This design comes from an exercise in tuning for small area, a short achievable clock period and few clock cycles on the open sky130 flow, not from production work.
The RTL was checked by simulation tests, not by an equivalence proof against the original design.
No activity file was given, so power comes from the tool's default toggle rates.

## trial 68
## ssdv_recoder
module ssdv_recoder (
    input  wire        clk,
    input  wire        rst,
    input  wire        in_valid,
    output wire        in_ready,
    input  wire [1:0]  in_op,
    input  wire [11:0] in_coef,
    input  wire [7:0]  in_qs,
    input  wire [7:0]  in_qd,
    input  wire [1:0]  in_comp,
    input  wire        in_rb,
    input  wire        in_dec,
    output reg         out_valid,
    input  wire        out_ready,
    output reg  [7:0]  out_byte
);
    localparam OP_COEF = 2'd0, OP_EOB = 2'd1, OP_SYNC = 2'd2, OP_INIT = 2'd3;
    localparam W = 40;             
    localparam [3:0] T_AC = 4'd0, T_ACL = 4'd1, T_EOB = 4'd2, T_SYNC = 4'd3,
                     T_INIT = 4'd4;   
    wire stall;
    assign in_ready = !stall;
    wire adv = !stall;
    reg  [5:0]  k;
    reg         decb;
    reg  [15:0] dcs0, dcs1, dcs2;
    wire        is_dc  = (k == 6'd0);
    wire [15:0] v16    = {{4{in_coef[11]}}, in_coef};
  ...
Settings: LEC_CHECK=0, CAP_MARGIN=20, CORE_MARGIN=2, CORE_UTILIZATION=40, PLACE_DENSITY=0.6, SETUP_SLACK_MARGIN=3.9, SLEW_MARGIN=20, SYNTH_MEMORY_MAX_BITS=65536, TNS_END_PERCENT=5; clock period 8.0 ns.
run.sh (not shown) runs the stock make flow with config.mk's settings and CLKGATE_MAP_FILE= SYNTH_SCRIPT=/design/flow/synth_recipe.tcl, a recipe that flattens the netlist after the stock synthesis.
Testbench counts of trial 68, summed over its fixed seeds: cycles 22,021.
diff inputs: trial 68 => trial 50
Settings: SETUP_SLACK_MARGIN changed from 3.9 to 3.6.
--- outcome ---
- Sort trial 50 and trial 68 by fraction of power spent switching nets desc -> top: trial 50
- The non-clock buffer count reported for trial 50 is smaller than that of trial 68 by 95.
- In the tables for trial 50 and trial 68, part of the power in the clock network reads lower with trial 50.
- [compare] base=trial 68 new=trial 50: power went down; total non-filler cell area in the finished layout fell by 1600 µm²; maximum frequency went down by about 0.9%.
- ~same total number of multi-input combinational cells in trial 50 and trial 68
- Compared to trial 68, the routing of trial 50 uses less wire.

---

ssdv_recoder, a different RTL version from the one above (not shown whole).
Size: about 48 I/O pins.
export LEC_CHECK = 0
export CAP_MARGIN = 20
export CORE_MARGIN = 2
export CORE_UTILIZATION = 40
export PLACE_DENSITY = 0.6
export SETUP_SLACK_MARGIN = 2.6
export SLEW_MARGIN = 20
export SYNTH_MEMORY_MAX_BITS = 65536
create_clock -name core_clock -period 8.0 [get_ports {clk}]
Testbench counts at the start, summed over its fixed seeds: cycles 22,021.
Then changed:
--- a/flow/config.mk
+++ b/flow/config.mk
@@ -11,3 +11,3 @@
 export PLACE_DENSITY = 0.6
-export SETUP_SLACK_MARGIN = 2.6
+export SETUP_SLACK_MARGIN = 3.5
 export SLEW_MARGIN = 20
Worst setup slack improved by 210 ps.
Non-clock buffer count grows by 159.
First-iteration DRC count shrinks slightly.
Global-route usage stays flat.
Combinational power grows by a quarter to a third.
Count of clock-buffer cells in the layout shrinks by 3.
Via count grows by a few percent.

---

Setup of run X:
Starting RTL as in the previous note.
export LEC_CHECK = 0
export CAP_MARGIN = 20
export CORE_MARGIN = 2
export CORE_UTILIZATION = 40
export PLACE_DENSITY = 0.6
export SETUP_SLACK_MARGIN = 3.0
export SLEW_MARGIN = 20
export SYNTH_MEMORY_MAX_BITS = 65536
create_clock -name core_clock -period 8.0 [get_ports {clk}]
Testbench counts of run X, summed over its fixed seeds: cycles 22,021.
diff inputs: run X => run R
Settings: TNS_END_PERCENT now 10, previously not set.
--- outcome ---
No stage failed in run R, and the final checks on the layout all came back clean.
Re total area of multi-input combinational cells: run R is 0.95% down on run X.
The post-CTS setup buffer count in run X is 1.3 times that in run R.
Note that the clock buffer count recorded for run R amounts to 1.09 times the value seen in run X.
Run X was larger in final cell area than run R.
For run R, the uppermost layer routed was met5, unlike run X, where it was met4.
Diff run R..run X | smallest hold slack | negligible
On met3 track utilization from global routing, the higher figure sits with run R, not run X.
Run R against run X: power moved down, DRC marker count from the first detailed-route iteration shrank by 429, maximum cell stage delay along the critical path went down.

==> port drivers added, routing unchanged <==
How much do the figures lean on ideal ports? The routed layouts below were timed once more, with nothing changed but the port constraints. Step 1 assumes that a clkbuf_16 drives the clock port and a buf_2 every other input. Step 2 moves the port delays by t, midway between the first and last clock arrival at a register: inputs arrive t later, outputs are due t later. That takes back most of the time a late clock gives input paths. Three values: no drivers, after step 1, after step 2; two values: the first two.
run	shift t [ns]	setup slack, ns	latest minus earliest clock arrival (ns)	pins driven straight from the clock port
trial 68	0.651	3.501 / 3.431 / 3.275	0.041 / 0.041	1
trial 50	0.655	3.461 / 3.428 / 2.854	0.029 / 0.028	1
the first run of note 2	0.661	2.847 / 2.781 / 2.327	0.065 / 0.064	1
the second run of note 2	0.651	3.062 / 3.062 / 2.980	0.062 / 0.062	1
run X	0.676	2.965 / 2.965 / 2.632	0.061 / 0.061	1
run R	0.673	3.053 / 2.995 / 2.587	0.025 / 0.025	1
After both steps setup and hold are still met in every run listed. For trial 50, which loses most, drivers alone change the setup slack by -0.033 ns; drivers and shift together by -0.607 ns.
